Background: an optimization exercise with open tools, aiming at small area, a short achievable clock period and few clock cycles. Do not read the settings as production practice. At most, simulation tests tie the RTL to the original design; equivalence was not proved. Function not checked in runs 5 to 7: the RTL went through the layout flow alone. Power figures rest on the tool's default switching activity, not on a simulated workload.

==> design/flow/design.v <==
module bhx_sixbit (
    input  wire [7:0] c,         
    input  wire       zero,      
    input  wire [1:0] ph,        
    input  wire [5:0] lo,        
    output reg        alpha,     
    output reg        ws,        
    output wire [5:0] val,       
    output reg  [7:0] byte_o     
);
    reg [5:0] v;
    always @(*) begin
        ws    = 1'b0;
        alpha = 1'b1;
        v     = 6'd0;
        case (c)
            8'h09, 8'h0A, 8'h0B, 8'h0C, 8'h0D, 8'h20: begin ws = 1'b1; alpha = 1'b0; end
            8'h21: v = 6'd0;   8'h22: v = 6'd1;   8'h23: v = 6'd2;   8'h24: v = 6'd3;
            8'h25: v = 6'd4;   8'h26: v = 6'd5;   8'h27: v = 6'd6;   8'h28: v = 6'd7;
            8'h29: v = 6'd8;   8'h2A: v = 6'd9;   8'h2B: v = 6'd10;  8'h2C: v = 6'd11;
            8'h2D: v = 6'd12;  8'h30: v = 6'd13;  8'h31: v = 6'd14;  8'h32: v = 6'd15;
            8'h33: v = 6'd16;  8'h34: v = 6'd17;  8'h35: v = 6'd18;  8'h36: v = 6'd19;
            8'h38: v = 6'd20;  8'h39: v = 6'd21;  8'h40: v = 6'd22;  8'h41: v = 6'd23;
            8'h42: v = 6'd24;  8'h43: v = 6'd25;  8'h44: v = 6'd26;  8'h45: v = 6'd27;
            8'h46: v = 6'd28;  8'h47: v = 6'd29;  8'h48: v = 6'd30;  8'h49: v = 6'd31;
            8'h4A: v = 6'd32;  8'h4B: v = 6'd33;  8'h4C: v = 6'd34;  8'h4D: v = 6'd35;
            8'h4E: v = 6'd36;  8'h50: v = 6'd37;  8'h51: v = 6'd38;  8'h52: v = 6'd39;
            8'h53: v = 6'd40;  8'h54: v = 6'd41;  8'h55: v = 6'd42;  8'h56: v = 6'd43;
            8'h58: v = 6'd44;  8'h59: v = 6'd45;  8'h5A: v = 6'd46;  8'h5B: v = 6'd47;
            8'h60: v = 6'd48;  8'h61: v = 6'd49;  8'h62: v = 6'd50;  8'h63: v = 6'd51;
            8'h64: v = 6'd52;  8'h65: v = 6'd53;  8'h66: v = 6'd54;  8'h68: v = 6'd55;
            8'h69: v = 6'd56;  8'h6A: v = 6'd57;  8'h6B: v = 6'd58;  8'h6C: v = 6'd59;
            8'h6D: v = 6'd60;  8'h70: v = 6'd61;  8'h71: v = 6'd62;  8'h72: v = 6'd63;
            default: alpha = 1'b0;
        endcase
    end
    assign val = zero ? 6'd0 : v;
    always @(*) begin
        case (ph)
            2'd1:    byte_o = {lo, val[5:4]};
            2'd2:    byte_o = {lo[3:0], val[5:2]};
            default: byte_o = {lo[1:0], val};
        endcase
    end
endmodule
module bhx_rle (
    input  wire       clk,
    input  wire       clear,     
    input  wire       en,        
    input  wire       tv,        
    input  wire [7:0] td,        
    input  wire       t_esc,     
    input  wire       t_small,   
    input  wire       full,      
    input  wire       o_free,    
    input  wire       src_done,  
    output reg        take,      
    output reg        emit,      
    output reg  [1:0] osel,      
    output reg        tinc1,     
    output reg        tinc2,     
    output reg        err,
    output reg  [4:0] ecode,
    output wire       busy       
);
    localparam ST_TOK = 2'd0;
    localparam ST_CNT = 2'd1;
    localparam ST_RUN = 2'd2;
    localparam E_MALFORMED = 5'h04;
    localparam E_TRUNC     = 5'h05;
    localparam E_CAP       = 5'h12;
    reg [1:0] st;
    reg       hp;        
    reg [7:0] cnt;       
    assign busy = (st != ST_TOK);
    reg [1:0] st_n;
    reg       hp_n;
    reg [7:0] cnt_n;
    wire n0 = t_small && (td[1:0] == 2'd0);
    wire n1 = t_small && (td[1:0] == 2'd1);
    wire n2 = t_small && (td[1:0] == 2'd2);
    always @(*) begin
        take  = 1'b0;
        emit  = 1'b0;
        osel  = 2'd0;
        tinc1 = 1'b0;
        tinc2 = 1'b0;
        err   = 1'b0;
        ecode = E_CAP;
        st_n  = st;
        hp_n  = hp;
        cnt_n = td - 8'd2;
        case (st)
            ST_TOK: if (tv) begin
                if (t_esc) begin
                    take = 1'b1; st_n = ST_CNT;
                end else if (full) begin
                    take = 1'b1; err = 1'b1;
                end else if (o_free) begin
                    take = 1'b1; emit = 1'b1; osel = 2'd0; tinc1 = 1'b1; hp_n = 1'b1;
                end
            end
            ST_CNT: if (tv) begin
                if (n0) begin
                    if (full) begin
                        take = 1'b1; err = 1'b1;
                    end else if (o_free) begin
                        take = 1'b1; emit = 1'b1; osel = 2'd1; tinc2 = 1'b1;
                        hp_n = 1'b1; st_n = ST_TOK;
                    end
                end else if (!hp) begin
                    take = 1'b1; err = 1'b1; ecode = E_MALFORMED;
                end else if (n1) begin
                    take = 1'b1; tinc2 = 1'b1; st_n = ST_TOK;
                end else if (full) begin
                    take = 1'b1; err = 1'b1;
                end else if (o_free) begin
                    take = 1'b1; emit = 1'b1; osel = 2'd2;
                    if (n2) begin
                        tinc2 = 1'b1; st_n = ST_TOK;
                    end else begin
                        st_n = ST_RUN;
                    end
                end
            end else if (src_done) begin
                err = 1'b1; ecode = E_TRUNC;
            end
            default: begin
                cnt_n = cnt - 8'd1;
                if (full) begin
                    err = 1'b1;
                end else if (o_free) begin
                    emit = 1'b1; osel = 2'd2;
                    if (cnt == 8'd1) begin
                        tinc2 = 1'b1; st_n = ST_TOK;
                    end
                end
            end
        endcase
        if (!en) begin
            take = 1'b0; emit = 1'b0; tinc1 = 1'b0; tinc2 = 1'b0; err = 1'b0;
        end
    end
    always @(posedge clk) begin
        if (clear) begin
            st <= ST_TOK;
            hp <= 1'b0;
        end else if (en) begin
            st <= st_n;
            hp <= hp_n;
            if (st == ST_RUN ? emit : take)
                cnt <= cnt_n;
        end
    end
endmodule
module bhx_stream (
    input  wire        clk,
    input  wire        rst,
    input  wire        start,
    input  wire [2:0]  op,
    input  wire [23:0] len,
    input  wire [23:0] base,
    input  wire [23:0] cap,
    output wire        busy,
    input  wire        in_valid,
    input  wire [7:0]  in_data,
    output wire        in_ready,
    output wire        out_valid,
    output wire [7:0]  out_data,
    input  wire        out_ready,
    output reg         done,
    output reg  [4:0]  err_code,
    output wire [2:0]  err_stage,
    output reg  [23:0] err_pos,
    output wire [7:0]  err_detail,
    output reg  [23:0] out_len
);
    localparam E_INVCHAR = 5'h03;
    localparam E_BADCMD  = 5'h10;
    localparam E_BADLEN  = 5'h11;
    reg        run;
    reg        six;       
    reg        rle;       
    reg        ir;        
    reg [22:0] rem;       
    reg        in_end;    
    reg        iv0;       
    reg [7:0]  id0;
    reg [23:0] ipos;      
    reg [23:0] capl;      
    reg        full;      
    reg [2:0]  kc;        
    reg [5:0]  lo;        
    reg        tv, tv1;   
    reg [7:0]  td;        
    reg [7:0]  td1;
    reg        t_esc, t_esc1;       
    reg        t_small, t_small1;   
    reg        ov;        
    reg [7:0]  od;        
    wire sx_err  = err_code[1] & err_code[0];
    wire any_err = err_code[1] | err_code[2];
    wire accept  = start && !run;
    wire take    = in_valid && ir;
    wire room    = !ov || out_ready;     
    wire ph0     = (kc[1:0] == 2'd0);
    wire in_done = in_end && !iv0;       
    wire       flush = six && in_done && (kc != 3'd0) && !sx_err;
    wire       is_alpha, is_ws;
    wire [5:0] sx_val;
    wire [7:0] sx_byte;
    bhx_sixbit u_six (
        .c      (id0),
        .zero   (in_done),
        .ph     (kc[1:0]),
        .lo     (lo),
        .alpha  (is_alpha),
        .ws     (is_ws),
        .val    (sx_val),
        .byte_o (sx_byte)
    );
    wire       rl_take, rl_emit, rl_tinc1, rl_tinc2, rl_ev, rl_st;
    wire [1:0] rl_osel;
    wire [4:0] rl_code;
    wire       src_done = in_done && (!six || kc == 3'd0);
    wire       rl_en    = run && rle && !any_err;
    bhx_rle u_rle (
        .clk      (clk),
        .clear    (accept),
        .en       (rl_en),
        .tv       (tv),
        .td       (td),
        .t_esc    (t_esc),
        .t_small  (t_small),
        .full     (full),
        .o_free   (room),
        .src_done (src_done),
        .take     (rl_take),
        .emit     (rl_emit),
        .osel     (rl_osel),
        .tinc1    (rl_tinc1),
        .tinc2    (rl_tinc2),
        .err      (rl_ev),
        .ecode    (rl_code),
        .busy     (rl_st)
    );
    wire emit   = rle ? rl_emit : (tv && room && !sx_err);
    wire t_pop  = tv && (any_err || (rle ? rl_take : room));
    wire t_free = !tv1;                  
    wire i_pop    = iv0 && (sx_err || t_free || (six && ph0));
    wire ch_take  = i_pop && six && !sx_err;
    wire ch_alpha = ch_take && is_alpha;
    wire ch_bad   = ch_take && !is_alpha && !is_ws;
    wire fl_step  = flush && (ph0 || t_free);
    wire sx_adv   = ch_alpha || fl_step;
    wire push     = six ? (sx_adv && !ph0) : i_pop;    
    wire [7:0] nt = six ? sx_byte : id0;
    wire       in_end_n = take ? (rem == 23'd1) : in_end;
    wire       iv0_n    = take || (iv0 && !i_pop);
    wire       t_shift  = (t_pop && tv1) || (!tv1 && tv && !t_pop);
    wire       tv1_n    = !ch_bad && (t_shift ? push : tv1);
    wire [2:0] kc_n     = sx_adv ? kc + 3'd1 : kc;
    wire       ir_n     = !in_end_n &&
                          (!iv0_n || sx_err || ch_bad || !tv1_n || (six && kc_n[1:0] == 2'd0));
    reg [7:0] nb;
    always @(*) begin
        case (rle ? rl_osel : 2'd0)
            2'd0:    nb = td;
            2'd1:    nb = 8'h90;
            default: nb = od;
        endcase
    end
    wire [22:0] tpos_up = err_pos[23:1] + 23'd1;
    wire finish = run && in_done &&
                  (any_err || (src_done && !tv && !(rle && rl_st) && room));
    assign busy       = run;
    assign in_ready   = ir;
    assign out_valid  = ov;
    assign out_data   = od;
    assign err_detail = td;
    assign err_stage  = {1'b0, err_code[1] | err_code[2],
                         err_code[2] | (err_code[4] & err_code[1])};
    always @(posedge clk) begin
        if (rst) begin
            run  <= 1'b0;
            done <= 1'b0;
            ir   <= 1'b0;
            ov   <= 1'b0;
        end else if (accept) begin
            six        <= op[0];
            rle        <= op[1];
            rem        <= len[22:0];
            in_end     <= (len == 24'd0);
            ipos       <= base;
            capl       <= cap;
            full       <= (cap == 24'd0);
            kc         <= 3'd0;
            iv0        <= 1'b0;
            tv         <= 1'b0;
            tv1        <= 1'b0;
            ov         <= 1'b0;
            out_len    <= 24'd0;
            err_pos    <= 24'd0;
            err_code   <= 5'd0;
            td         <= 8'd0;
            ir         <= 1'b0;
            if (op == 3'd0 || op > 3'd3) begin
                done     <= 1'b1;
                err_code <= E_BADCMD;
                td       <= {5'd0, op};
            end else if (len > 24'h40_0000) begin
                done     <= 1'b1;
                err_code <= E_BADLEN;
                err_pos  <= len;
            end else begin
                done <= 1'b0;
                run  <= 1'b1;
                ir   <= (len != 24'd0);
            end
        end else if (run) begin
            ir <= ir_n;
            if (take) begin
                rem    <= rem - 23'd1;
                in_end <= (rem == 23'd1);
            end
            if (i_pop)
                ipos <= ipos + 24'd1;
            iv0 <= iv0_n;
            if (take)
                id0 <= in_data;
            if (sx_adv) begin
                kc <= kc + 3'd1;
                lo <= sx_val;
            end
            if (t_pop && tv1) begin
                tv      <= 1'b1;
                td      <= td1;
                t_esc   <= t_esc1;
                t_small <= t_small1;
            end else if (t_pop || !tv) begin
                tv <= push;
                if (push) begin
                    td      <= nt;
                    t_esc   <= (nt == 8'h90);
                    t_small <= (nt[7:2] == 6'd0);
                end
            end
            if (t_shift) begin
                tv1 <= push;
                if (push) begin
                    td1      <= nt;
                    t_esc1   <= (nt == 8'h90);
                    t_small1 <= (nt[7:2] == 6'd0);
                end
            end
            if (room)
                ov <= emit;
            if (emit)
                od <= nb;
            if (emit) begin
                out_len <= out_len + 24'd1;
                capl    <= capl - 24'd1;
                full    <= (capl == 24'd1);
            end
            if (ch_bad) begin
                err_code <= E_INVCHAR;
                err_pos  <= ipos;
                td       <= id0;
                tv       <= 1'b0;
                tv1      <= 1'b0;
            end else if (rl_ev) begin
                err_code <= rl_code;
            end else if (rl_tinc1 | rl_tinc2) begin
                err_pos <= {(rl_tinc2 | err_pos[0]) ? tpos_up : err_pos[23:1], err_pos[0] ^ rl_tinc1};
            end
            if (finish) begin
                run  <= 1'b0;
                done <= 1'b1;
                ir   <= 1'b0;
                ov   <= 1'b0;
                    if (!any_err)
                    err_pos <= 24'd0;
                else
                    out_len <= 24'd0;
                if (!sx_err)
                    td <= 8'd0;
            end
        end
    end
endmodule
==> design/flow/flow/run.sh <==
#!/bin/bash
# Standard layout, with every input and output port buffered by the
# platform's smallest buffer (buf_1) instead of the default delay-cell buffer.
set -euo pipefail
export BUFFER_PORTS_ARGS="-buffer_cell sky130_fd_sc_hd__buf_1"
bash standard.sh > flow.log 2>&1
==> design/flow/standard.sh <==
#!/bin/bash
# synth_recipe.tcl (not shown) runs the flow's synth.tcl, then flattens the netlist and writes it again
# the make line also repeats each setting of config.mk as NAME=value (left out here)
make -C /OpenROAD-flow-scripts/flow DESIGN_CONFIG=/design/flow/config.mk WORK_HOME=/design/flow/orfs CLKGATE_MAP_FILE= SYNTH_SCRIPT=/design/flow/synth_recipe.tcl "${@:-finish}"
==> design/flow/config.mk <==
export PLATFORM = sky130hd
export DESIGN_NAME = bhx_stream
export DESIGN_NICKNAME = bhx_stream
export VERILOG_FILES = /design/flow/design.v
export SDC_FILE = /design/flow/constraint.sdc
export NUM_CORES = 4
export LEC_CHECK = 0
export ABC_CLOCK_PERIOD_IN_PS = 2500
export CAP_MARGIN = 20
export CORE_MARGIN = 2
export CORE_UTILIZATION = 55
export CTS_CLUSTER_DIAMETER = 100
export CTS_CLUSTER_SIZE = 30
export PLACE_DENSITY = 0.75
export SETUP_SLACK_MARGIN = 2.3
export SLEW_MARGIN = 20
==> design/flow/constraint.sdc <==
create_clock -name core_clock -period 5.0 [get_ports {clk}]
set_input_delay 1.0000 -clock core_clock [delete_from_list [all_inputs] [get_ports {clk}]]
set_output_delay 1.0000 -clock core_clock [all_outputs]
set_load 0.01 [all_outputs]
==> impl_metrics.env, run 1 <==
export IMPL_row_count=55
export IMPL_num_vias=11100
export IMPL_port_buffers=161
export IMPL_cts_hold_repair_buffers=0
export IMPL_synth_main_ff_cell="edfxtp_1"
export IMPL_first_pass_iters=5
export IMPL_drive_above_1_share=0.117
export IMPL_antenna_found_initial=1
export IMPL_critical_path_buf_inv_count=2
export IMPL_crit_start="err_code[1]"
export IMPL_drt_initial_drc_count=1170
export IMPL_ir_worst_vdd_v=0.000235
export IMPL_cp_top_family="flip-flops"
export IMPL_clockBufferDepth=2
export IMPL_fillers=1820
export IMPL_relSlewSlack=0.399
export IMPL_critPathSlowestCell="edfxtp_1"
export IMPL_cts_htree_levels=4
export IMPL_die_area_mm2=0.0240
export IMPL_hpwlAfterDp_um=24100
export IMPL_hold_viol=0
export IMPL_top_level_ports=164
export IMPL_routed_wl_um=34800
export IMPL_setup_ws_ps=2360
export IMPL_grtUsageTotal=0.281
export IMPL_fin_tns_setup_ps=0
export IMPL_floorplan_initialDensity=0.557
export IMPL_power_w=0.00407
export IMPL_slew_viol_final=0
export IMPL_fin_util=0.650
export IMPL_ys_ff_latch=198
export IMPL_r2r_start="t_small"
export IMPL_worstSkewPairLatency_ps=450
export IMPL_layout_worst_path_cycle_share=0.527
export IMPL_num_antenna_cells=0
export IMPL_setup_viol=0
export IMPL_synthDistinctLibCells=74
export IMPL_ys_async_sr_fraction=0
export IMPL_nets=1570
export IMPL_ant_nets=0
export IMPL_arrival_ps=1640
export IMPL_status="finished clean"
export IMPL_dp_cells=1691
export IMPL_cts_tree="yes"
export IMPL_syn_inst=1297
export IMPL_core_area_mm2=0.0225
export IMPL_synth_edf_count=183
export IMPL_die_x_um=155
export IMPL_cts_buffers=17
export IMPL_gp_congestion=0.944
export IMPL_cts_sinks=198
export IMPL_area_growth_pct=16.8
export IMPL_syn_area_mm2=0.0125
export IMPL_cp_required_ps=4000
export IMPL_grt_pass1_vias=10400
export IMPL_grt_max_degree=59
export IMPL_power_density_mw_per_mm2=278
export IMPL_avgSynthCellArea_um2=9.66
export IMPL_fmax_ghz=0.379
export IMPL_grt_overflow_total=0
export IMPL_tightestPinTransition_ps=899
export IMPL_crit_path_start_kind="register"
export IMPL_path_max_fanout=7
export IMPL_fin_crit_ps=2640
export IMPL_p_leak_nw=4.61
export IMPL_drc_errors=0
export IMPL_viasPerCell=6.32
export IMPL_rsz0062_at_grt="yes"
export IMPL_fin_skew_ps=12.6
export IMPL_grt_pass1_wl_um=54000
export IMPL_cts_root_buf="clkbuf_16"
export IMPL_min_delay_start="t_esc1"
export IMPL_endpoint_kind="output pin"
export IMPL_yosysWarningCount=3
export IMPL_crit_type="reg -> out"
export IMPL_die_h_um=155
export IMPL_wire_per_inst_um=19.8
export IMPL_finalNonFillerCells=1758
export IMPL_cap_violations=0
export IMPL_max_stage_delay_ps=530
export IMPL_dp_slack_ps=1350
export IMPL_clk_pin_slew_ps=70
export IMPL_seq_area_frac_synth=0.463
export IMPL_path_cells="nor2_1 -> inv_1 -> buf_1"
export IMPL_min_path_type="reg -> reg"
-- what timing repair did --
action | in CTS | in global routing
setup endpoints to repair | 140 | 58
hold endpoints to repair | 0 | 0
setup buffers | 13 | 20
pin swaps | 7 | 6
cloned | 2 | 0
gates resized for setup | 22 | 31
-- through the flow --
stage	cell area [um^2]	hold slack, ps
5_1_grt	14600	579
3_5_place_dp	13500	521
4_1_cts	14300	567
6_report	14600	571
3_3_place_gp	13500	500
2_1_floorplan	12700	513
-- routing by layer --
layer | vias up | GRT usage | wire (um)
met1 | 5276 | 0.384 | 14500
met5 | - | 0 | 13
met3 | 68 | 0.0468 | 3110
met2 | 577 | 0.457 | 16400
met4 | 2 | 0.0952 | 820
li1 | 5196 | - | -
-- Yosys cell counts (all sizes together), types with 5 or more instances --
cell type | n | area (um^2)
o31ai | 6 | 45.0
dfxtp | 15 | 300
o21a | 5 | 37.5
inv | 40 | 150
nor2b | 13 | 81.3
a311oi | 5 | 43.8
o22ai | 8 | 50.1
nand4 | 20 | 125
or4 | 8 | 63.8
o211ai | 8 | 60.1
and4 | 6 | 52.6
xnor2 | 88 | 771
mux2 | 7 | 78.8
a31oi | 14 | 87.6
a21oi | 45 | 225
nor4 | 35 | 234
xor2 | 29 | 254
or3 | 11 | 68.8
nor3 | 37 | 201
clkbuf | 50 | 188
a211oi | 11 | 82.6
nand2 | 149 | 559
nor2 | 105 | 394
a2111oi | 18 | 283
and2 | 10 | 62.6
mux2i | 13 | 130
o2111ai | 8 | 70.1
buf | 20 | 119
o21bai | 6 | 45.0
edfxtp | 183 | 5500
and3 | 17 | 106
a221oi | 7 | 61.3
o21ai | 129 | 646
a22oi | 28 | 210
nand3 | 44 | 220
ha | 22 | 275
or2 | 7 | 43.8
nand2b | 17 | 106
a32o | 5 | 50.1
-- worst paths after layout --
kind | to | slack [ps] | cells after the start
max | err_stage[1] | 2360 | 3
min | t_esc | 570 | 1
max reg2reg | out_len[16] | 2370 | 6
min reg2reg | t_esc | 570 | 1
-- cell type report --
type,instances,area (um^2),share of cell area
multi-input combinational,991,6710,0.459
sequential,198,5800,0.396
timing repair buffer,211,1020,0.0700
clock buffer,18,429,0.0293
tap,285,357,0.0244
inverter,40,158,0.0108
clock inverter,14,149,0.0102
timing repair inverter,1,5.00,0.000342
-- report_power, final --
group / internal (W) / switching (W)
registers: 0.00194 / 0.000132
clock network: 0.000744 / 0.000663
logic: 0.000221 / 0.000372
-- cell families (layout without fill, tap and decap cells) --
kind of cell	after synthesis	after routing	synth area share
other	1	2	0.000299
AOI/OAI and AO/OA	335	336	0.183
buffers and inverters	110	284	0.0365
DFF	198	198	0.463
adders and majority gates	23	23	0.0228
and+or+nand+nor	493	493	0.196
muxes	20	20	0.0167
xor gates and xnor gates	117	117	0.0818
-- registers in the layout, summed over array words and instances (netlist names), 23 cells and up, named ones only --
signal	flops
ipos	24
err_pos	24
capl	24
rem	23
out_len	24
-- worst register-to-register path: cells and delay by family (launching register included) --
family	cells	cell delay (ps)
flip-flops	1	620
AO/OA/AOI/OAI	3	570
AND/OR/NAND/NOR	3	1310
-- placed cells by master (no fill, tap or decap), drive strengths merged, types with 7 or more instances in the layout --
cell type    n
a31oi       14
or2          7
a21oi       45
inv         43
edfxtp     183
nor2       105
mux2         7
buf        210
o2111ai      9
nand2      149
nand2b      17
o22ai        8
nor2b       13
xor2        29
dfxtp       15
o21ai      129
nor3        37
ha          22
and2        10
or4          8
a221oi       7
clkbuf      19
o211ai       8
nand3       44
a22oi       28
nor4        35
a211oi      11
and3        17
mux2i       13
nand4       20
or3         11
a2111oi     18
xnor2       88
Testbench counts, summed over its fixed seeds: cycles 137,032.
==> run 2: changes to the inputs <==
--- a/design/flow/config.mk
+++ b/design/flow/config.mk
@@ -11,6 +11,4 @@
 export CORE_UTILIZATION = 55
-export CTS_CLUSTER_DIAMETER = 100
-export CTS_CLUSTER_SIZE = 30
 export PLACE_DENSITY = 0.75
-export SETUP_SLACK_MARGIN = 2.3
+export SETUP_SLACK_MARGIN = 2.1
 export SLEW_MARGIN = 20
==> impl_metrics.env, run 2 <==
export IMPL_num_antenna_cells=0
export IMPL_crit_type="in -> reg"
export IMPL_power_frac_clock=0.345
export IMPL_status="finished clean"
export IMPL_pwr_share_comb=0.143
export IMPL_cap_violations=0
export IMPL_crit_path_start_kind="input pin"
export IMPL_floorplan_initialDensity=0.557
export IMPL_grt_max_degree=136
export IMPL_max_stage_delay_ps=420
export IMPL_ir_worst_vdd_v=0.000237
export IMPL_wire_per_inst_um=19.1
export IMPL_grt_pass1_vias=10100
export IMPL_dp_cells=1689
export IMPL_critPathSlowestCell="or3_1"
export IMPL_first_pass_iters=6
export IMPL_gp_congestion=0.944
export IMPL_seq_area_frac_synth=0.463
export IMPL_yosysWarningCount=3
export IMPL_p_leak_nw=4.51
export IMPL_rsz0062_at_grt="no"
export IMPL_synth_common_cells="edfxtp_1, nand2_1, o21ai_0"
export IMPL_finalNonFillerCells=1738
export IMPL_synth_main_ff_cell="edfxtp_1"
export IMPL_routed_wl_um=33200
export IMPL_path_cells="buf_1 -> and2b_2 -> nor3_4 -> o221ai_4 -> buf_4 -> or3_1 -> or4_1 -> a21oi_1"
export IMPL_cts_hold_repair_buffers=0
export IMPL_fin_hold_ws_ps=564
export IMPL_avgSynthCellArea_um2=9.66
export IMPL_synth_most_common_cell="edfxtp_1"
export IMPL_cts_tree="yes"
export IMPL_clockBufferDepth=2
export IMPL_die_x_um=155
export IMPL_ys_ff_latch=198
export IMPL_layout_worst_path_cycle_share=0.556
export IMPL_port_buffers=161
export IMPL_synth_top_area_frac=0.439
export IMPL_top_level_ports=164
export IMPL_ys_async_sr_fraction=0
export IMPL_multi_input_area_mm2=0.00648
export IMPL_drc_errors=0
export IMPL_fmax_ghz=0.360
export IMPL_grt_pass1_wl_um=52500
export IMPL_hold_viol=0
export IMPL_viasPerCell=6.27
export IMPL_core_area_mm2=0.0225
export IMPL_power_density_mw_per_mm2=283
export IMPL_fillers=1836
export IMPL_yosysTopAreaCell="edfxtp_1"
export IMPL_syn_inst=1297
export IMPL_setup_viol=0
export IMPL_synth_edf_count=183
export IMPL_layout_common_cells="edfxtp_1, buf_1, nand2_1, o21ai_0, nor2_1"
export IMPL_p_sw_w=0.00117
export IMPL_ant_nets=0
export IMPL_worstSkewPairLatency_ps=440
export IMPL_endpoint_kind="register"
export IMPL_layout_commonest_cell="edfxtp_1"
export IMPL_relSlewSlack=0.418
export IMPL_syn_area_mm2=0.0125
export IMPL_grtUsageTotal=0.271
export IMPL_grt_overflow_total=0
export IMPL_die_h_um=155
export IMPL_synthDistinctLibCells=74
export IMPL_cts_buffers=17
export IMPL_num_vias=10900
export IMPL_cts_sinks=198
export IMPL_seqCellArea_mm2=0.00580
export IMPL_tightestPinTransition_ps=871
export IMPL_p_int_w=0.00286
export IMPL_cts_root_buf="clkbuf_16"
export IMPL_slew_viol_final=0
export IMPL_cp_required_ps=5290
export IMPL_path_max_fanout=9
export IMPL_area_growth_pct=13.7
export IMPL_fin_tns_setup_ps=0
export IMPL_cts_htree_levels=4
export IMPL_drt_initial_drc_count=1197
export IMPL_ys_top_cells_by_area="edfxtp_1, xnor2_1, o21ai_0"
export IMPL_fin_crit_ps=2780
export IMPL_hpwlAfterDp_um=23300
export IMPL_p_seq_frac=0.513
export IMPL_clk_pin_slew_ps=70
export IMPL_fin_skew_ps=11.7
export IMPL_switching_share=0.289
export IMPL_arrival_ps=3060
export IMPL_row_count=55
export IMPL_antenna_found_initial=0
export IMPL_drive_above_1_share=0.0922
export IMPL_nets=1550
export IMPL_min_path_type="reg -> reg"
export IMPL_die_area_mm2=0.0240
[run 2: path summary, 6_finish.rpt]
check	depth (start not counted)	startpoint	to	slack, ps
worst max-delay path	8	out_ready	out_len[23]	2220
worst min-delay path	1	t_esc1	t_esc	560
worst max register to register	8	kc[0]	t_esc	2250
worst min register to register	1	t_esc1	t_esc	560
[run 2: final cells by class]
class,instances,area share
clock buffers,17,0.0299
clock inverters,15,0.0113
inverters,40,0.0108
multi-input cells,990,0.455
flip-flops and latches,198,0.407
well taps,285,0.0250
repair buffers,192,0.0605
repair inverters,1,0.000351
[run 2: power by group through the flow]
stage	registers, W	clock network, W	logic (W)
floorplan	0.00207	0	0.000374
global placement	0.00209	0	0.000531
detailed placement	0.00210	0	0.000544
CTS	0.00206	0.00140	0.000555
global route	0.00208	0.00146	0.000636
finish	0.00207	0.00139	0.000575
[run 2: cells by family (layout without fill, tap and decap cells)]
family          after synthesis  in the layout  synth area share
compound gates              335            335             0.183
buf+inv                     110            265            0.0365
xor+xnor                    117            117            0.0818
flops                       198            198             0.463
fa+ha+maj                    23             23            0.0228
other cells                   1              2          0.000299
simple gates                493            493             0.196
mux                          20             20            0.0167
[run 2: repair_timing]
| item | CTS | global route |
|---|---|---|
| buffers inserted | 6 | 9 |
| resized for setup | 12 | 15 |
| setup endpoints to repair | 114 | 60 |
| pin swaps | 1 | 3 |
| cloned | 1 | 0 |
[run 2: per-stage QoR]
stage	total power (W)	setup WS, ps	area, um^2	utilization
5_1_grt	0.00417	2110	14200	0.633
2_1_floorplan	0.00244	1870	12600	-
4_1_cts	0.00401	2100	14100	0.626
3_3_place_gp	0.00263	1030	13400	0.596
3_5_place_dp	0.00264	1010	13400	0.596
6_report	0.00403	2220	14200	0.633
[run 2: layer usage]
metal	wire (um)	share of wire	up-vias	track usage
met1	14400	0.43	5148	0.383
met4	810	0.024	0	0.0908
met3	2620	0.079	64	0.0432
met2	15400	0.46	544	0.430
li1	-	-	5142	-
met5	0	0	-	0
[run 2: worst max-delay path, delay by kind of cell]
family	cells	cell delay (ps)
buffers and inverters	2	380
AND/OR/NAND/NOR	4	1370
AO/OA/AOI/OAI	2	310
==> run 3: changes to the inputs <==
--- a/design/flow/config.mk
+++ b/design/flow/config.mk
@@ -12,3 +12,3 @@
 export PLACE_DENSITY = 0.75
-export SETUP_SLACK_MARGIN = 2.1
+export SETUP_SLACK_MARGIN = 2.45
 export SLEW_MARGIN = 20
==> impl_metrics.env, run 3 <==
export IMPL_status="finished clean"
export IMPL_p_seq_frac=0.509
export IMPL_fmax_ghz=0.394
export IMPL_synth_common_cells="edfxtp_1, nand2_1, o21ai_0"
export IMPL_grt_overflow_total=0
export IMPL_num_antenna_cells=0
export IMPL_core_area_mm2=0.0225
export IMPL_drive_above_1_share=0.140
export IMPL_area_growth_pct=19.5
export IMPL_path_max_fanout=21
export IMPL_ir_worst_vdd_v=0.000237
export IMPL_finalInstanceArea_mm2=0.0150
export IMPL_slew_viol_final=0
export IMPL_wl_met1_um=14800
export IMPL_seqCellArea_mm2=0.00581
export IMPL_dp_cells=1688
export IMPL_p_sw_w=0.00118
export IMPL_die_area_mm2=0.0240
export IMPL_ant_nets=0
export IMPL_ys_top_cells_by_area="edfxtp_1, xnor2_1, o21ai_0"
export IMPL_relSlewSlack=0.392
export IMPL_synthDistinctLibCells=74
export IMPL_synth_xor_area_share=0.0818
export IMPL_avgSynthCellArea_um2=9.66
export IMPL_synth_main_ff_cell="edfxtp_1"
export IMPL_endpoint_kind="register"
export IMPL_floorplan_initialDensity=0.557
export IMPL_hold_viol=0
export IMPL_first_pass_iters=5
export IMPL_ys_async_sr_fraction=0
export IMPL_cts_buffers=17
export IMPL_highest_layer="met4"
export IMPL_arrival_ps=2710
export IMPL_p_leak_nw=4.73
export IMPL_synth_top_area_frac=0.439
export IMPL_cp_top_family="simple AND/OR/NAND/NOR gates"
export IMPL_pwr_share_comb=0.151
export IMPL_fin_skew_ps=12.3
export IMPL_die_h_um=155
export IMPL_cp_required_ps=5170
export IMPL_wire_per_inst_um=19.4
export IMPL_layout_worst_path_cycle_share=0.507
export IMPL_yosysTopAreaCell="edfxtp_1"
export IMPL_die_x_um=155
export IMPL_viasPerCell=6.27
export IMPL_gp_congestion=0.912
export IMPL_max_stage_delay_ps=330
export IMPL_synth_edf_count=183
export IMPL_yosys_area_share_simple=0.196
export IMPL_cts_sinks=198
export IMPL_drc_errors=0
export IMPL_crit_path_start_kind="input pin"
export IMPL_path_cells="buf_1 -> nor4_2 -> nand4_1 -> nor2_2 -> nor3_2 -> buf_4 -> a22oi_1 -> o21ai_0"
export IMPL_num_vias=11100
export IMPL_cts_hold_repair_buffers=0
export IMPL_power_frac_clock=0.340
export IMPL_synth_adder_area_share=0.0228
export IMPL_drt_initial_drc_count=970
export IMPL_critPathSlowestCell="nor4_2"
export IMPL_grt_max_degree=97
export IMPL_tightestPinTransition_ps=909
export IMPL_syn_inst=1297
export IMPL_fillers=1759
export IMPL_synth_mux_area_frac=0.0167
export IMPL_synth_compound_area_share=0.183
export IMPL_worstSkewPairLatency_ps=450
export IMPL_rsz0062_at_grt="yes"
export IMPL_p_int_w=0.00287
export IMPL_cts_htree_levels=4
export IMPL_clk_pin_slew_ps=70
export IMPL_nets=1585
export IMPL_grt_pass1_vias=10200
export IMPL_grtUsageTotal=0.277
export IMPL_switching_share=0.292
export IMPL_crit_type="in -> reg"
export IMPL_min_path_type="reg -> reg"
export IMPL_cts_root_buf="clkbuf_16"
export IMPL_top_level_ports=164
export IMPL_yosysWarningCount=3
export IMPL_port_buffers=161
export IMPL_antenna_found_initial=0
export IMPL_syn_area_mm2=0.0125
export IMPL_routed_wl_um=34300
export IMPL_synth_most_common_cell="edfxtp_1"
export IMPL_wl_met2_um=16300
export IMPL_fin_tns_setup_ps=0
export IMPL_setup_viol=0
export IMPL_grt_pass1_wl_um=53400
export IMPL_row_count=55
export IMPL_fin_crit_ps=2540
export IMPL_ys_ff_latch=198
export IMPL_cap_violations=0
export IMPL_synth_top_family_by_area="simple AND/OR/NAND/NOR gates"
export IMPL_critical_path_buf_inv_count=2
export IMPL_dr_wl_met3_um=2400
export IMPL_place_area_mm2=0.0136
export IMPL_power_density_mw_per_mm2=271
export IMPL_hpwlAfterDp_um=23900
export IMPL_fin_hold_ws_ps=516
export IMPL_seq_area_frac_synth=0.463
export IMPL_clockBufferDepth=2
export IMPL_multi_input_area_mm2=0.00687
export IMPL_cts_tree="yes"
export IMPL_layout_common_cells="edfxtp_1, buf_1, nand2_1, o21ai_0, nor2_1"
export IMPL_layout_commonest_cell="edfxtp_1"
export IMPL_finalNonFillerCells=1773
export IMPL_power_w=0.00405
## run 3: cell count changes in the layout (fill, tap and decap cells not counted), moves of 5 or more
| cell | before | now |
|---|---|---|
| buf_6 | 1 | 6 |
| a2111oi_4 | 4 | 15 |
| buf_4 | 28 | 55 |
| o21ai_1 | 17 | 23 |
| a22oi_1 | 28 | 20 |
| a22oi_2 | 0 | 8 |
| a2111oi_2 | 13 | 1 |
| o21ai_0 | 112 | 106 |
| nor2_1 | 105 | 100 |
## run 3: what timing repair did
action                     CTS  global route
pin swaps                   10            11
resized for setup           31            51
setup endpoints to repair  196           113
cloned                       0             2
buffers inserted            23            28
## run 3: worst min-delay path, cell delays in order, from the launching register on
cell	delay, ps
dfxtp_1	320
nor2_1	100
a311oi_1	60
## run 3: stage by stage
stage,utilization,worst slack [ps]
5_1_grt,0.665,2370
4_1_cts,0.645,2430
3_3_place_gp,0.606,1430
2_1_floorplan,-,2180
3_5_place_dp,0.606,1350
6_report,0.665,2460
## run 3: power groups by stage
stage	Clock, W	Combinational, W	Sequential (W)
2_1_floorplan	0	0.000389	0.00207
3_3_place_gp	0	0.000538	0.00209
3_5_place_dp	0	0.000550	0.00210
4_1_cts	0.00138	0.000570	0.00206
5_1_grt	0.00144	0.000673	0.00208
6_report	0.00138	0.000611	0.00206
## run 3: cells by family (layout without fill, tap and decap cells)
family,Yosys count,count (layout)
adder cells (fa/ha/maj),23,23
AO/OA/AOI/OAI,335,335
XOR/XNOR,117,117
flip-flops,198,198
AND/OR/NAND/NOR,493,493
buffers and inverters,110,300
multiplexers,20,20
other,1,2
## run 3: routing by layer
metal	track usage	vias up
met2	0.438	485
met1	0.396	5347
met5	0	-
met4	0.0935	0
li1	-	5216
met3	0.0365	61
## run 3: path summary, 6_finish.rpt
| check | from | endpoint | slack (ps) | depth (start not counted) |
|---|---|---|---|---|
| max | len[23] | err_pos[1] | 2460 | 8 |
| min | done | done | 520 | 2 |
| max reg2reg | tv | td[6] | 2490 | 8 |
| min reg2reg | done | done | 520 | 2 |
## run 3: final cells by class
cell class / count / share of cell area
Tap cell: 285 / 0.0238
Clock buffer: 17 / 0.0284
Multi-Input combinational cell: 990 / 0.459
Timing Repair Buffer: 227 / 0.0802
Inverter: 40 / 0.0107
Sequential cell: 198 / 0.388
Clock inverter: 15 / 0.00953
Timing Repair inverter: 1 / 0.000334
==> run 4: changes to the inputs <==
--- a/design/flow/config.mk
+++ b/design/flow/config.mk
@@ -12,3 +12,3 @@
 export PLACE_DENSITY = 0.75
-export SETUP_SLACK_MARGIN = 2.45
+export SETUP_SLACK_MARGIN = 2.3
 export SLEW_MARGIN = 20
==> impl_metrics.env, run 4 <==
export IMPL_crit_path_start_kind="register"
export IMPL_p_int_w=0.00290
export IMPL_global_route_usage_met3=0.0468
export IMPL_fin_hold_ws_ps=571
export IMPL_yosysWarningCount=3
export IMPL_crit_type="reg -> out"
export IMPL_setup_ws_ps=2360
export IMPL_routed_wl_um=34800
export IMPL_cap_violations=0
export IMPL_crit_start="err_code[1]"
export IMPL_clk_pin_slew_ps=70
export IMPL_power_frac_clock=0.346
export IMPL_finalNonFillerCells=1758
export IMPL_top_level_ports=164
export IMPL_r2r_start="t_small"
export IMPL_grt_max_degree=59
export IMPL_fin_skew_ps=12.6
export IMPL_seq_area_frac_synth=0.463
export IMPL_num_antenna_cells=0
export IMPL_fmax_ghz=0.379
export IMPL_first_pass_iters=5
export IMPL_layout_worst_path_cycle_share=0.527
export IMPL_rsz0062_at_grt="yes"
export IMPL_grt_pass1_wl_um=54000
export IMPL_syn_inst=1297
export IMPL_synth_common_cells="edfxtp_1, nand2_1, o21ai_0"
export IMPL_hold_depth=1
export IMPL_cts_hold_repair_buffers=0
export IMPL_power_w=0.00407
export IMPL_antenna_found_initial=1
export IMPL_pwr_share_comb=0.146
export IMPL_met1_usage=0.384
export IMPL_tightestPinTransition_ps=899
export IMPL_relSlewSlack=0.399
export IMPL_cts_sinks=198
export IMPL_clockBufferDepth=2
export IMPL_core_area_mm2=0.0225
export IMPL_synth_edf_count=183
export IMPL_drt_initial_drc_count=1170
export IMPL_yosysTopAreaCell="edfxtp_1"
export IMPL_synthDistinctLibCells=74
export IMPL_synth_top_area_frac=0.439
export IMPL_busiest_layer="met2"
export IMPL_met2_usage=0.457
export IMPL_arrival_ps=1640
export IMPL_min_delay_start="t_esc1"
export IMPL_setup_viol=0
export IMPL_ys_ff_latch=198
export IMPL_gp_congestion=0.944
export IMPL_cts_root_buf="clkbuf_16"
export IMPL_cts_buffers=17
export IMPL_die_h_um=155
export IMPL_drc_errors=0
export IMPL_die_x_um=155
export IMPL_worstSkewPairLatency_ps=450
export IMPL_ant_nets=0
export IMPL_dp_cells=1691
export IMPL_path_max_fanout=7
export IMPL_ys_async_sr_fraction=0
export IMPL_cts_htree_levels=4
export IMPL_status="finished clean"
export IMPL_p_seq_frac=0.509
export IMPL_synth_most_common_cell="edfxtp_1"
export IMPL_slew_viol_final=0
export IMPL_area_growth_pct=16.8
export IMPL_wire_per_inst_um=19.8
export IMPL_p_sw_w=0.00117
export IMPL_avgSynthCellArea_um2=9.66
export IMPL_num_vias=11100
export IMPL_min_path_type="reg -> reg"
export IMPL_floorplan_initialDensity=0.557
export IMPL_ys_top_cells_by_area="edfxtp_1, xnor2_1, o21ai_0"
export IMPL_syn_area_mm2=0.0125
export IMPL_p_leak_nw=4.61
export IMPL_row_count=55
export IMPL_switching_share=0.287
export IMPL_hold_viol=0
export IMPL_layout_common_cells="edfxtp_1, buf_1, nand2_1, o21ai_0, nor2_1"
export IMPL_drive_above_1_share=0.117
export IMPL_viasPerCell=6.32
export IMPL_fin_tns_setup_ps=0
export IMPL_endpoint_kind="output pin"
export IMPL_synth_main_ff_cell="edfxtp_1"
export IMPL_port_buffers=161
export IMPL_power_density_mw_per_mm2=278
export IMPL_cts_tree="yes"
export IMPL_r2r_cells=6
export IMPL_hpwlAfterDp_um=24100
export IMPL_die_area_mm2=0.0240
export IMPL_grt_overflow_total=0
export IMPL_cp_required_ps=4000
export IMPL_fillers=1820
export IMPL_layout_commonest_cell="edfxtp_1"
export IMPL_ir_worst_vdd_v=0.000235
export IMPL_nets=1570
export IMPL_grtUsageTotal=0.281
export IMPL_dp_slack_ps=1350
export IMPL_fin_crit_ps=2640
export IMPL_grt_pass1_vias=10400
-- run 4: cell count changes in the layout (fill, tap and decap cells not counted), sizes merged --
cell     change
inv          -1
clkinv       -1
o2111ai      +1
buf         -15
bufinv       +1
-- run 4: worst max-delay path, stage by stage (launching register included) --
cell      delay (ps)
edfxtp_1         530
nor2_1           320
inv_1            160
buf_1            180
-- run 4: layout make-up --
class	instances	area, um^2	area share
multi-input combinational	991	6710	0.459
sequential	198	5800	0.396
timing repair buffer	211	1020	0.0700
clock buffer	18	429	0.0293
tap	285	357	0.0244
inverter	40	158	0.0108
clock inverter	14	149	0.0102
timing repair inverter	1	5.00	0.000342
-- run 4: path summary, 6_finish.rpt --
check	to	slack, ps
worst max-delay path	err_stage[1]	2360
worst min-delay path	t_esc	570
worst max register to register	out_len[16]	2370
worst min register to register	t_esc	570
-- run 4: repair_timing --
item,4_1_cts,5_1_grt
setup buffers,13,20
cloned,2,0
pin swaps,7,6
resized for setup,22,31
setup endpoints to repair,140,58
-- run 4: power by group through the flow --
stage               sequential [W]  combinational (W)  clock (W)
floorplan                  0.00207           0.000377          0
global placement           0.00209           0.000532          0
detailed placement         0.00210           0.000546          0
CTS                        0.00206           0.000569    0.00141
global route               0.00208           0.000652    0.00147
finish                     0.00207           0.000593    0.00141
-- run 4: cell families (layout without fill, tap and decap cells) --
kind of cell / Yosys count / after routing / share of synthesized area
other cells: 1 / 2 / 0.000299
buf+inv: 110 / 284 / 0.0365
flops: 198 / 198 / 0.463
mux: 20 / 20 / 0.0167
xor+xnor: 117 / 117 / 0.0818
fa+ha+maj: 23 / 23 / 0.0228
compound gates: 335 / 336 / 0.183
simple gates: 493 / 493 / 0.196
-- run 4: through the flow --
stage / cell area, um^2 / util
6_report: 14600 / 0.650
5_1_grt: 14600 / 0.650
4_1_cts: 14300 / 0.636
3_5_place_dp: 13500 / 0.599
3_3_place_gp: 13500 / 0.599
2_1_floorplan: 12700 / -
-- run 4: routing by layer --
| layer | wire (um) | vias to the layer above |
|---|---|---|
| li1 | - | 5196 |
| met1 | 14500 | 5276 |
| met2 | 16400 | 577 |
| met3 | 3110 | 68 |
| met4 | 820 | 2 |
| met5 | 13 | - |
==> run 5: changes to the inputs <==
--- a/design/flow/design.v
+++ b/design/flow/design.v
@@ -174,3 +174,3 @@
     output reg  [23:0] err_pos,
-    output wire [7:0]  err_detail,
+    output reg  [7:0]  err_detail,
     output reg  [23:0] out_len
@@ -279,3 +279,2 @@
     assign out_data   = od;
-    assign err_detail = td;
     assign err_stage  = {1'b0, err_code[1] | err_code[2],
@@ -304,3 +303,3 @@
             err_code   <= 5'd0;
-            td         <= 8'd0;
+            err_detail <= 8'd0;
             ir         <= 1'b0;
@@ -309,3 +308,3 @@
                 err_code <= E_BADCMD;
-                td       <= {5'd0, op};
+                err_detail <= {5'd0, op};
             end else if (len > 24'h40_0000) begin
@@ -367,3 +366,3 @@
                 err_pos  <= ipos;
-                td       <= id0;
+                err_detail <= id0;
                 tv       <= 1'b0;
@@ -384,4 +383,2 @@
                     out_len <= 24'd0;
-                if (!sx_err)
-                    td <= 8'd0;
             end
==> impl_metrics.env, run 5 <==
export IMPL_critPathSlowestCell="a211oi_4"
export IMPL_p_leak_nw=4.80
export IMPL_fin_crit_ps=2680
export IMPL_synth_common_cells="edfxtp_1, nand2_1, o21ai_0"
export IMPL_first_pass_iters=6
export IMPL_synth_top_area_frac=0.457
export IMPL_endpoint_kind="register"
export IMPL_wire_per_inst_um=18.9
export IMPL_hold_viol=0
export IMPL_clockBufferDepth=3
export IMPL_grt_pass1_wl_um=52100
export IMPL_cp_top_family="compound AO/OA/AOI/OAI gates"
export IMPL_seq_area_frac_synth=0.481
export IMPL_yosysWarningCount=3
export IMPL_setup_ws_ps=2320
export IMPL_path_cells="buf_8 -> or3b_1 -> o311a_1 -> a211oi_4 -> mux2i_2 -> nor3b_4 -> clkbuf_16"
export IMPL_grt_max_degree=86
export IMPL_fin_skew_ps=14.7
export IMPL_pwr_share_comb=0.109
export IMPL_syn_area_mm2=0.0126
export IMPL_cap_violations=0
export IMPL_ys_async_sr_fraction=0
export IMPL_area_growth_pct=17.6
export IMPL_min_path_type="reg -> reg"
export IMPL_p_seq_frac=0.462
export IMPL_tightestPinTransition_ps=806
export IMPL_cts_sinks=206
export IMPL_core_area_mm2=0.0225
export IMPL_antenna_found_initial=0
export IMPL_crit_type="in -> reg"
export IMPL_dp_slack_ps=1550
export IMPL_synth_most_common_cell="edfxtp_1"
export IMPL_grt_pass1_vias=9960
export IMPL_synthDistinctLibCells=75
export IMPL_cts_root_buf="clkbuf_16"
export IMPL_row_count=55
export IMPL_layout_worst_path_cycle_share=0.535
export IMPL_ir_worst_vdd_v=0.000229
export IMPL_worstSkewPairLatency_ps=530
export IMPL_finalNonFillerCells=1750
export IMPL_num_antenna_cells=0
export IMPL_yosysTopAreaCell="edfxtp_1"
export IMPL_p_sw_w=0.00114
export IMPL_critical_path_buf_inv_count=2
export IMPL_ys_ff_latch=206
export IMPL_slew_viol_final=0
export IMPL_clk_pin_slew_ps=60
export IMPL_grtUsageTotal=0.266
export IMPL_drc_errors=0
export IMPL_num_vias=10800
export IMPL_fin_util=0.656
export IMPL_synth_edf_count=191
export IMPL_status="finished clean"
export IMPL_drive_above_1_share=0.109
export IMPL_ant_nets=0
export IMPL_path_max_fanout=5
export IMPL_p_int_w=0.00339
export IMPL_cp_required_ps=5240
export IMPL_port_buffers=161
export IMPL_gp_congestion=0.944
export IMPL_arrival_ps=2920
export IMPL_relSlewSlack=0.447
export IMPL_layout_common_cells="edfxtp_1, nand2_1, buf_1, o21ai_0, nor2_1"
export IMPL_max_stage_delay_ps=450
export IMPL_crit_path_start_kind="input pin"
export IMPL_layout_commonest_cell="edfxtp_1"
export IMPL_dp_cells=1687
export IMPL_fmax_ghz=0.374
export IMPL_cts_buffers=24
export IMPL_top_level_ports=164
export IMPL_power_frac_clock=0.429
export IMPL_synth_main_ff_cell="edfxtp_1"
export IMPL_power_density_mw_per_mm2=307
export IMPL_routed_wl_um=33100
export IMPL_fin_tns_setup_ps=0
export IMPL_nets=1557
export IMPL_viasPerCell=6.18
export IMPL_cts_hold_repair_buffers=0
export IMPL_die_h_um=155
export IMPL_avgSynthCellArea_um2=9.72
export IMPL_switching_share=0.252
export IMPL_hpwlAfterDp_um=23300
export IMPL_syn_inst=1291
export IMPL_cts_tree="yes"
export IMPL_floorplan_initialDensity=0.558
export IMPL_die_area_mm2=0.0240
export IMPL_grt_overflow_total=0
export IMPL_die_x_um=155
export IMPL_drt_initial_drc_count=1007
export IMPL_cts_htree_levels=1
export IMPL_ys_top_cells_by_area="edfxtp_1, nand2_1, xnor2_1"
export IMPL_rsz0062_at_grt="yes"
export IMPL_setup_viol=0
-- run 5: cell types whose count changed after synthesis, moves of 10 or more --
cell / previous run / this run
o21ai_1: 16 / 6
a21oi_1: 45 / 58
nor3_1: 35 / 24
or3_1: 11 / 21
mux2_2: 7 / 18
nand2_1: 149 / 162
xnor2_1: 88 / 69
-- run 5: cells by family (layout without fill, tap and decap cells) --
| kind of cell | Yosys count | count (layout) | share of synthesized area |
|---|---|---|---|
| other | 1 | 2 | 0.000299 |
| buffers and inverters | 101 | 273 | 0.0320 |
| adders and majority gates | 23 | 23 | 0.0227 |
| DFF | 206 | 206 | 0.481 |
| muxes | 34 | 34 | 0.0289 |
| and+or+nand+nor | 498 | 498 | 0.199 |
| AOI/OAI and AO/OA | 327 | 328 | 0.166 |
| xor gates and xnor gates | 101 | 101 | 0.0705 |
-- run 5: routing by layer --
| layer | global-route usage | part of all wire | routed length [um] |
|---|---|---|---|
| met3 | 0.0421 | 0.090 | 2990 |
| met4 | 0.0710 | 0.021 | 700 |
| met1 | 0.384 | 0.43 | 14300 |
| met2 | 0.423 | 0.46 | 15100 |
| met5 | 0 | 0 | 0 |
-- run 5: area by class of cell --
class | instances | area (um^2)
Multi-Input combinational cell | 986 | 6430
Clock buffer | 25 | 614
Tap cell | 285 | 357
Inverter | 33 | 128
Timing Repair Buffer | 196 | 923
Clock inverter | 19 | 272
Sequential cell | 206 | 6040
Fill cell | 1761 | 7730
-- run 5: worst paths after layout --
check	from	end	slack [ps]	cells after the start
max reg2reg	full	td1[2]	2360	6
min	td1[2]	td[2]	550	1
max	out_ready	td1[2]	2320	7
min reg2reg	td1[2]	td[2]	550	1
-- run 5: worst register-to-register path, cell delays in order, from the launching register on --
cell       delay, ps
edfxtp_1         510
or3b_1           390
o311a_1          340
a211oi_4         450
mux2i_2          160
nor3b_4          300
clkbuf_16        200
-- run 5: metrics by stage --
step                power [W]  cell area [um^2]  hold slack (ps)
floorplan             0.00242             12700              518
global placement      0.00258             13500              528
detailed placement    0.00259             13500              531
CTS                   0.00453             14500              550
global route          0.00469             14800              569
finish                0.00453             14800              550
-- run 5: power by group through the flow --
stage	Combinational, W	Clock, W	Sequential, W
5_1_grt	0.000545	0.00204	0.00211
6_report	0.000492	0.00195	0.00209
3_3_place_gp	0.000456	0	0.00213
4_1_cts	0.000474	0.00197	0.00209
2_1_floorplan	0.000303	0	0.00212
3_5_place_dp	0.000466	0	0.00213
-- run 5: repair_timing --
action / in CTS / in global routing
setup buffers: 4 / 12
gates resized for setup: 11 / 25
setup endpoints to repair: 102 / 67
pin swaps: 3 / 1
gates cloned: 1 / 1
==> run 6: changes to the inputs <==
--- a/design/flow/design.v
+++ b/design/flow/design.v
@@ -61,2 +61,4 @@
     output reg        tinc2,     
+    output reg        dec1,      
+    output reg        dec2,      
     output reg        err,
@@ -73,3 +75,2 @@
     reg       hp;        
-    reg [7:0] cnt;       
     assign busy = (st != ST_TOK);
@@ -77,3 +78,2 @@
     reg       hp_n;
-    reg [7:0] cnt_n;
     wire n0 = t_small && (td[1:0] == 2'd0);
@@ -91,3 +91,4 @@
         hp_n  = hp;
-        cnt_n = td - 8'd2;
+        dec1  = 1'b0;
+        dec2  = 1'b0;
         case (st)
@@ -117,7 +118,7 @@
                 end else if (o_free) begin
-                    take = 1'b1; emit = 1'b1; osel = 2'd2;
+                    emit = 1'b1; osel = 2'd2;
                     if (n2) begin
-                        tinc2 = 1'b1; st_n = ST_TOK;
+                        take = 1'b1; tinc2 = 1'b1; st_n = ST_TOK;
                     end else begin
-                        st_n = ST_RUN;
+                        dec2 = 1'b1; st_n = ST_RUN;
                     end
@@ -128,3 +129,2 @@
             default: begin
-                cnt_n = cnt - 8'd1;
                 if (full) begin
@@ -133,4 +133,6 @@
                     emit = 1'b1; osel = 2'd2;
-                    if (cnt == 8'd1) begin
-                        tinc2 = 1'b1; st_n = ST_TOK;
+                    if (td == 8'd1) begin
+                        take = 1'b1; tinc2 = 1'b1; st_n = ST_TOK;
+                    end else begin
+                        dec1 = 1'b1;
                     end
@@ -141,2 +143,3 @@
             take = 1'b0; emit = 1'b0; tinc1 = 1'b0; tinc2 = 1'b0; err = 1'b0;
+            dec1 = 1'b0; dec2 = 1'b0;
         end
@@ -150,4 +153,2 @@
             hp <= hp_n;
-            if (st == ST_RUN ? emit : take)
-                cnt <= cnt_n;
         end
@@ -174,3 +175,3 @@
     output reg  [23:0] err_pos,
-    output reg  [7:0]  err_detail,
+    output wire [7:0]  err_detail,
     output reg  [23:0] out_len
@@ -196,4 +197,4 @@
     reg [7:0]  td1;
-    reg        t_esc, t_esc1;       
-    reg        t_small, t_small1;   
+    reg        t_esc;     
+    reg        t_small;   
     reg        ov;        
@@ -221,3 +222,3 @@
     );
-    wire       rl_take, rl_emit, rl_tinc1, rl_tinc2, rl_ev, rl_st;
+    wire       rl_take, rl_emit, rl_tinc1, rl_tinc2, rl_ev, rl_st, rl_dec1, rl_dec2;
     wire [1:0] rl_osel;
@@ -242,2 +243,4 @@
         .tinc2    (rl_tinc2),
+        .dec1     (rl_dec1),
+        .dec2     (rl_dec2),
         .err      (rl_ev),
@@ -279,4 +282,5 @@
     assign out_data   = od;
-    assign err_stage  = {1'b0, err_code[1] | err_code[2],
-                         err_code[2] | (err_code[4] & err_code[1])};
+    assign err_detail = td;
+    assign err_stage  = (err_code == E_INVCHAR) ? 3'd2 :
+                        (err_code[2] || (err_code[4] && err_code[1])) ? 3'd3 : 3'd0;
     always @(posedge clk) begin
@@ -303,3 +307,3 @@
             err_code   <= 5'd0;
-            err_detail <= 8'd0;
+            td         <= 8'd0;
             ir         <= 1'b0;
@@ -308,3 +312,3 @@
                 err_code <= E_BADCMD;
-                err_detail <= {5'd0, op};
+                td       <= {5'd0, op};
             end else if (len > 24'h40_0000) begin
@@ -336,4 +340,4 @@
                 td      <= td1;
-                t_esc   <= t_esc1;
-                t_small <= t_small1;
+                t_esc   <= (td1 == 8'h90);
+                t_small <= (td1[7:2] == 6'd0);
             end else if (t_pop || !tv) begin
@@ -345,2 +349,4 @@
                 end
+            end else if (rl_dec1 | rl_dec2) begin
+                td <= td - {6'd0, rl_dec2, rl_dec1};
             end
@@ -350,4 +356,2 @@
                     td1      <= nt;
-                    t_esc1   <= (nt == 8'h90);
-                    t_small1 <= (nt[7:2] == 6'd0);
                 end
@@ -366,3 +370,3 @@
                 err_pos  <= ipos;
-                err_detail <= id0;
+                td       <= id0;
                 tv       <= 1'b0;
@@ -383,2 +387,4 @@
                     out_len <= 24'd0;
+                if (!sx_err)
+                    td <= 8'd0;
             end
--- a/design/flow/config.mk
+++ b/design/flow/config.mk
@@ -10,4 +10,4 @@
 export CORE_MARGIN = 2
-export CORE_UTILIZATION = 55
-export PLACE_DENSITY = 0.75
+export CORE_UTILIZATION = 40
+export PLACE_DENSITY = 0.6
 export SETUP_SLACK_MARGIN = 2.3
==> impl_metrics.env, run 6 <==
export IMPL_yosysTopAreaCell="edfxtp_1"
export IMPL_die_area_mm2=0.0304
export IMPL_r2r_cells=10
export IMPL_hpwlAfterDp_um=24400
export IMPL_layout_common_cells="edfxtp_1, buf_1, nand2_1, o21ai_0, nor2_1"
export IMPL_highest_layer="met4"
export IMPL_slew_viol_final=0
export IMPL_synth_most_common_cell="edfxtp_1"
export IMPL_cp_required_ps=5300
export IMPL_arrival_ps=3240
export IMPL_cts_hold_repair_buffers=0
export IMPL_first_pass_iters=5
export IMPL_layout_commonest_cell="edfxtp_1"
export IMPL_crit_type="reg -> reg"
export IMPL_p_leak_nw=4.87
export IMPL_fin_crit_ps=2940
export IMPL_drc_errors=0
export IMPL_viasPerCell=5.71
export IMPL_dr_wl_met3_um=2540
export IMPL_core_area_mm2=0.0286
export IMPL_ir_worst_vdd_v=0.000250
export IMPL_cts_root_buf="clkbuf_16"
export IMPL_relSlewSlack=0.374
export IMPL_synthDistinctLibCells=81
export IMPL_cts_sinks=188
export IMPL_floorplan_initialDensity=0.406
export IMPL_tightestPinTransition_ps=913
export IMPL_layout_worst_path_cycle_share=0.588
export IMPL_p_sw_w=0.00104
export IMPL_synth_main_ff_cell="edfxtp_1"
export IMPL_grt_pass1_vias=9628
export IMPL_die_h_um=174
export IMPL_drive_above_1_share=0.167
export IMPL_cts_htree_levels=4
export IMPL_endpoint_kind="register"
export IMPL_cts_buffers=17
export IMPL_rsz0062_at_grt="yes"
export IMPL_routed_wl_um=35100
export IMPL_die_x_um=174
export IMPL_ff2ff_setup_slack_ps=2060
export IMPL_syn_area_mm2=0.0116
export IMPL_clk_pin_slew_ps=80
export IMPL_num_vias=10600
export IMPL_min_path_type="reg -> reg"
export IMPL_ant_nets=0
export IMPL_power_frac_clock=0.368
export IMPL_wl_met1_um=16300
export IMPL_setup_viol=0
export IMPL_synth_common_cells="edfxtp_1, nand2_1, o21ai_0"
export IMPL_ys_async_sr_fraction=0
export IMPL_p_seq_frac=0.511
export IMPL_seq_area_frac_synth=0.473
export IMPL_row_count=62
export IMPL_grtUsageTotal=0.223
export IMPL_crit_path_start_kind="register"
export IMPL_fin_tns_setup_ps=0
export IMPL_port_buffers=161
export IMPL_worstSkewPairLatency_ps=450
export IMPL_path_max_fanout=6
export IMPL_grt_max_degree=90
export IMPL_cts_tree="yes"
export IMPL_synth_edf_count=173
export IMPL_cap_violations=0
export IMPL_switching_share=0.283
export IMPL_synth_top_area_frac=0.447
export IMPL_crit_start="td[1]"
export IMPL_grt_pass1_wl_um=53700
export IMPL_ys_ff_latch=188
export IMPL_antenna_found_initial=1
export IMPL_r2r_start="td[1]"
export IMPL_fmax_ghz=0.340
export IMPL_syn_inst=1239
export IMPL_status="finished clean"
export IMPL_power_w=0.00368
export IMPL_drt_initial_drc_count=963
export IMPL_r2r_end="td[7]"
export IMPL_fin_skew_ps=13.6
export IMPL_wl_met2_um=15600
export IMPL_p_int_w=0.00264
export IMPL_avgSynthCellArea_um2=9.38
export IMPL_ys_top_cells_by_area="edfxtp_1, nand2_1, o21ai_0"
export IMPL_pwr_share_comb=0.121
export IMPL_clockBufferDepth=2
export IMPL_yosysWarningCount=3
export IMPL_hold_viol=0
export IMPL_area_growth_pct=25.9
export IMPL_nets=1562
export IMPL_grt_overflow_total=0
export IMPL_power_density_mw_per_mm2=252
export IMPL_endpoint="td[7]"
export IMPL_top_level_ports=164
export IMPL_wire_per_inst_um=19.0
export IMPL_gp_congestion=0.900
## run 6: cells by family after synthesis
kind of cell / synth area share
DFF: 0.473
and+or+nand+nor: 0.203
xor gates and xnor gates: 0.0792
other: 0.000323
muxes: 0.0134
adders and majority gates: 0.0243
buffers and inverters: 0.0347
AOI/OAI and AO/OA: 0.172
## run 6: worst min-delay path by stage
stage | start | endpoint | slack (ps) | cells after the start
2_1_floorplan | t_esc | u_rle.st[0] | 520 | 2
3_3_place_gp | done | done | 520 | 2
3_5_place_dp | done | done | 550 | 2
4_1_cts | done | done | 560 | 2
5_1_grt | done | done | 610 | 2
6_report | done | done | 570 | 2
## run 6: through the flow
step           std cells  cell area [um^2]  utilization  setup slack [ps]  hold slack (ps)
6_report            1850             14600        0.511              2060              570
4_1_cts             1817             14000        0.490              2080              563
5_1_grt             1850             14600        0.511              1990              609
3_3_place_gp        1733             12800        0.449              1370              518
3_5_place_dp        1733             12800        0.449              1310              545
2_1_floorplan       1240             12000            -              1890              525
## run 6: layer usage
metal | vias to the layer above | GRT usage
met2 | 396 | 0.323
li1 | 5023 | -
met3 | 47 | 0.0396
met4 | 0 | 0.0700
met5 | - | 0
met1 | 5104 | 0.337
## run 6: critical path: stages (launching register included)
cell and delay [ps]:
edfxtp_1 480, buf_4 190, buf_4 140, or3b_4 400, a211oi_2 220, a2111o_1 180, a21oi_4 100, and3b_2 230
and3_1 170, or4_4 520, a21oi_2 160
## run 6: power by group through the flow
stage	Sequential [W]	Combinational [W]	Clock, W
2_1_floorplan	0.00190	0.000248	0
3_3_place_gp	0.00192	0.000382	0
3_5_place_dp	0.00192	0.000387	0
4_1_cts	0.00188	0.000419	0.00137
5_1_grt	0.00189	0.000491	0.00144
6_report	0.00188	0.000446	0.00135
## run 6: timing repair
action | CTS | global route
setup buffers | 50 | 29
setup endpoints to repair | 153 | 179
pin swaps | 21 | 38
gates resized for setup | 48 | 72
hold endpoints to repair | 0 | 0
gates cloned | 2 | 3
## run 6: cell type report
| cell class | count | area, um^2 |
|---|---|---|
| diodes | 1 | 2.50 |
| well taps | 384 | 480 |
| clock inverters | 15 | 154 |
| flip-flops and latches | 188 | 5500 |
| repair buffers | 253 | 1430 |
| clock buffers | 17 | 425 |
| repair inverters | 1 | 5.00 |
| fillers | 2595 | 14000 |
| multi-input cells | 955 | 6490 |
| inverters | 36 | 140 |
==> run 7: changes to the inputs <==
--- a/design/flow/design.v
+++ b/design/flow/design.v
@@ -283,4 +283,4 @@
     assign err_detail = td;
-    assign err_stage  = (err_code == E_INVCHAR) ? 3'd2 :
-                        (err_code[2] || (err_code[4] && err_code[1])) ? 3'd3 : 3'd0;
+    assign err_stage  = {1'b0, err_code[1] | err_code[2],
+                         err_code[2] | (err_code[4] & err_code[1])};
     always @(posedge clk) begin
==> impl_metrics.env, run 7 <==
export IMPL_status="finished clean"
export IMPL_avgSynthCellArea_um2=9.52
export IMPL_synth_edf_count=173
export IMPL_drt_initial_drc_count=943
export IMPL_grtUsageTotal=0.226
export IMPL_port_buffers=161
export IMPL_synth_adder_area_share=0.0234
export IMPL_antenna_found_initial=1
export IMPL_rsz0062_at_grt="yes"
export IMPL_grt_overflow_total=0
export IMPL_viasPerCell=5.92
export IMPL_synth_common_cells="edfxtp_1, nand2_1, nor2_1"
export IMPL_crit_path_start_kind="input pin"
export IMPL_ys_async_sr_fraction=0
export IMPL_cts_htree_levels=4
export IMPL_gp_congestion=0.872
export IMPL_endpoint_kind="register"
export IMPL_grt_pass1_vias=10200
export IMPL_syn_inst=1271
export IMPL_hpwlAfterDp_um=25300
export IMPL_cts_sinks=188
export IMPL_area_growth_pct=24.7
export IMPL_synth_top_family_by_area="simple AND/OR/NAND/NOR gates"
export IMPL_crit_type="in -> reg"
export IMPL_drive_above_1_share=0.161
export IMPL_setup_viol=0
export IMPL_hold_viol=0
export IMPL_floorplan_initialDensity=0.407
export IMPL_drc_errors=0
export IMPL_fin_skew_ps=14.3
export IMPL_cp_required_ps=5190
export IMPL_cts_root_buf="clkbuf_16"
export IMPL_arrival_ps=3230
export IMPL_path_cells="buf_2 -> nand2b_4 -> and4_4 -> and2_4 -> ha_4 -> inv_4 -> fa_2 -> or4_4 -> o21ai_2 -> nor2_1 -> nor4b_2 -> o21ai_1"
export IMPL_core_area_mm2=0.0297
export IMPL_synth_most_common_cell="edfxtp_1"
export IMPL_min_path_type="reg -> reg"
export IMPL_path_max_fanout=4
export IMPL_critPathSlowestCell="or4_4"
export IMPL_p_leak_nw=5.06
export IMPL_power_density_mw_per_mm2=244
export IMPL_syn_area_mm2=0.0121
export IMPL_tightestPinTransition_ps=923
export IMPL_cap_violations=0
export IMPL_routed_wl_um=36600
export IMPL_slew_viol_final=0
export IMPL_finalInstanceArea_mm2=0.0151
export IMPL_ir_worst_vdd_v=0.000225
export IMPL_synth_compound_area_share=0.187
export IMPL_die_x_um=178
export IMPL_fillers=2712
export IMPL_synth_top_area_frac=0.429
export IMPL_ant_nets=0
export IMPL_cp_top_family="simple AND/OR/NAND/NOR gates"
export IMPL_fmax_ghz=0.328
export IMPL_synth_main_ff_cell="edfxtp_1"
export IMPL_yosys_area_share_simple=0.214
export IMPL_cts_hold_repair_buffers=0
export IMPL_ys_top_cells_by_area="edfxtp_1, xnor2_1, o21ai_1"
export IMPL_relSlewSlack=0.383
export IMPL_row_count=63
export IMPL_ys_ff_latch=188
export IMPL_layout_worst_path_cycle_share=0.609
export IMPL_cts_tree="yes"
export IMPL_synth_mux_area_frac=0.0127
export IMPL_clockBufferDepth=2
export IMPL_layout_common_cells="edfxtp_1, buf_1, nand2_1, nor2_1, o21ai_1"
export IMPL_worstSkewPairLatency_ps=450
export IMPL_first_pass_iters=6
export IMPL_max_stage_delay_ps=440
export IMPL_wire_per_inst_um=19.4
[run 7: cell types whose count changed in the layout (fill, tap and decap cells not counted), sizes merged, moves of 6 or more]
cell	previous run	this run
nor4	28	42
xor2	45	25
o21ai	129	121
or3	17	11
nand2	159	133
xnor2	60	78
nand4	12	28
o31ai	2	9
nor3	40	30
a211oi	9	22
[run 7: worst paths after layout]
| path | from | end | slack [ps] | cells after the start |
|---|---|---|---|---|
| worst max register to register | td[3] | err_pos[14] | 1990 | 9 |
| worst min register to register | td1[1] | td[1] | 620 | 2 |
| worst min-delay path | td1[1] | td[1] | 620 | 2 |
| worst max-delay path | out_ready | td[4] | 1950 | 12 |
[run 7: layer usage]
metal,part of all wire,vias up,routed length [um],GRT usage
met2,0.48,407,17400,0.354
met1,0.44,5478,16200,0.320
met4,0.016,0,585,0.0625
met5,0,-,0,0
met3,0.066,40,2420,0.0401
li1,-,5258,-,-
[run 7: kinds of logic after synthesis]
family / Yosys count
other: 1
AO/OA/AOI/OAI: 350
AND/OR/NAND/NOR: 490
adder cells (fa/ha/maj): 22
multiplexers: 15
XOR/XNOR: 103
buffers and inverters: 102
flip-flops: 188
[run 7: stage by stage]
stage	util	worst slack, ps	total power, W	cells	hold WS [ps]
2_1_floorplan	-	1770	0.00218	1272	535
3_3_place_gp	0.448	1270	0.00234	1772	593
3_5_place_dp	0.448	1060	0.00234	1772	589
4_1_cts	0.483	2040	0.00368	1846	613
5_1_grt	0.508	1860	0.00383	1888	626
6_report	0.508	1950	0.00368	1890	620
[run 7: area by class of cell]
cell class                 instances  area [um^2]  area share
tap                              390          488      0.0323
antenna                            2         5.00    0.000332
timing repair buffer             258         1490      0.0988
clock inverter                    14          124     0.00821
inverter                          34          139     0.00920
multi-input combinational        985         6910       0.458
sequential                       188         5500       0.364
timing repair inverter             1         7.51    0.000497
clock buffer                      18          429      0.0284
[run 7: what timing repair did]
| item | 4_1_cts | 5_1_grt |
|---|---|---|
| buffers inserted | 39 | 39 |
| gates cloned | 3 | 3 |
| endpoints found under the setup margin | 161 | 143 |
| resized for setup | 34 | 65 |
| pin swaps | 15 | 48 |
[run 7: worst reg2reg max path, cell delays in order, from the launching register on]
cell and delay (ps):
edfxtp_1 400, or4_4 590, or4_4 450, buf_6 140
nor3_4 120, a222oi_1 160, bufbuf_16 320, nor4_2 300
xnor2_1 180, o21ai_1 80
[run 7: report_power, final]
group | internal [W] | switching (W)
registers | 0.00181 | 0.0000807
clock network | 0.000655 | 0.000670
logic | 0.000179 | 0.000293
total | 0.00264 | 0.00104

Check on run 7: ideal ports give 1.955 ns setup slack; a clkbuf_16 on the clock port and buf_2 on the inputs give 1.966 ns; moving port delays by the midpoint clock arrival (0.493 ns) as well gives 1.473 ns.
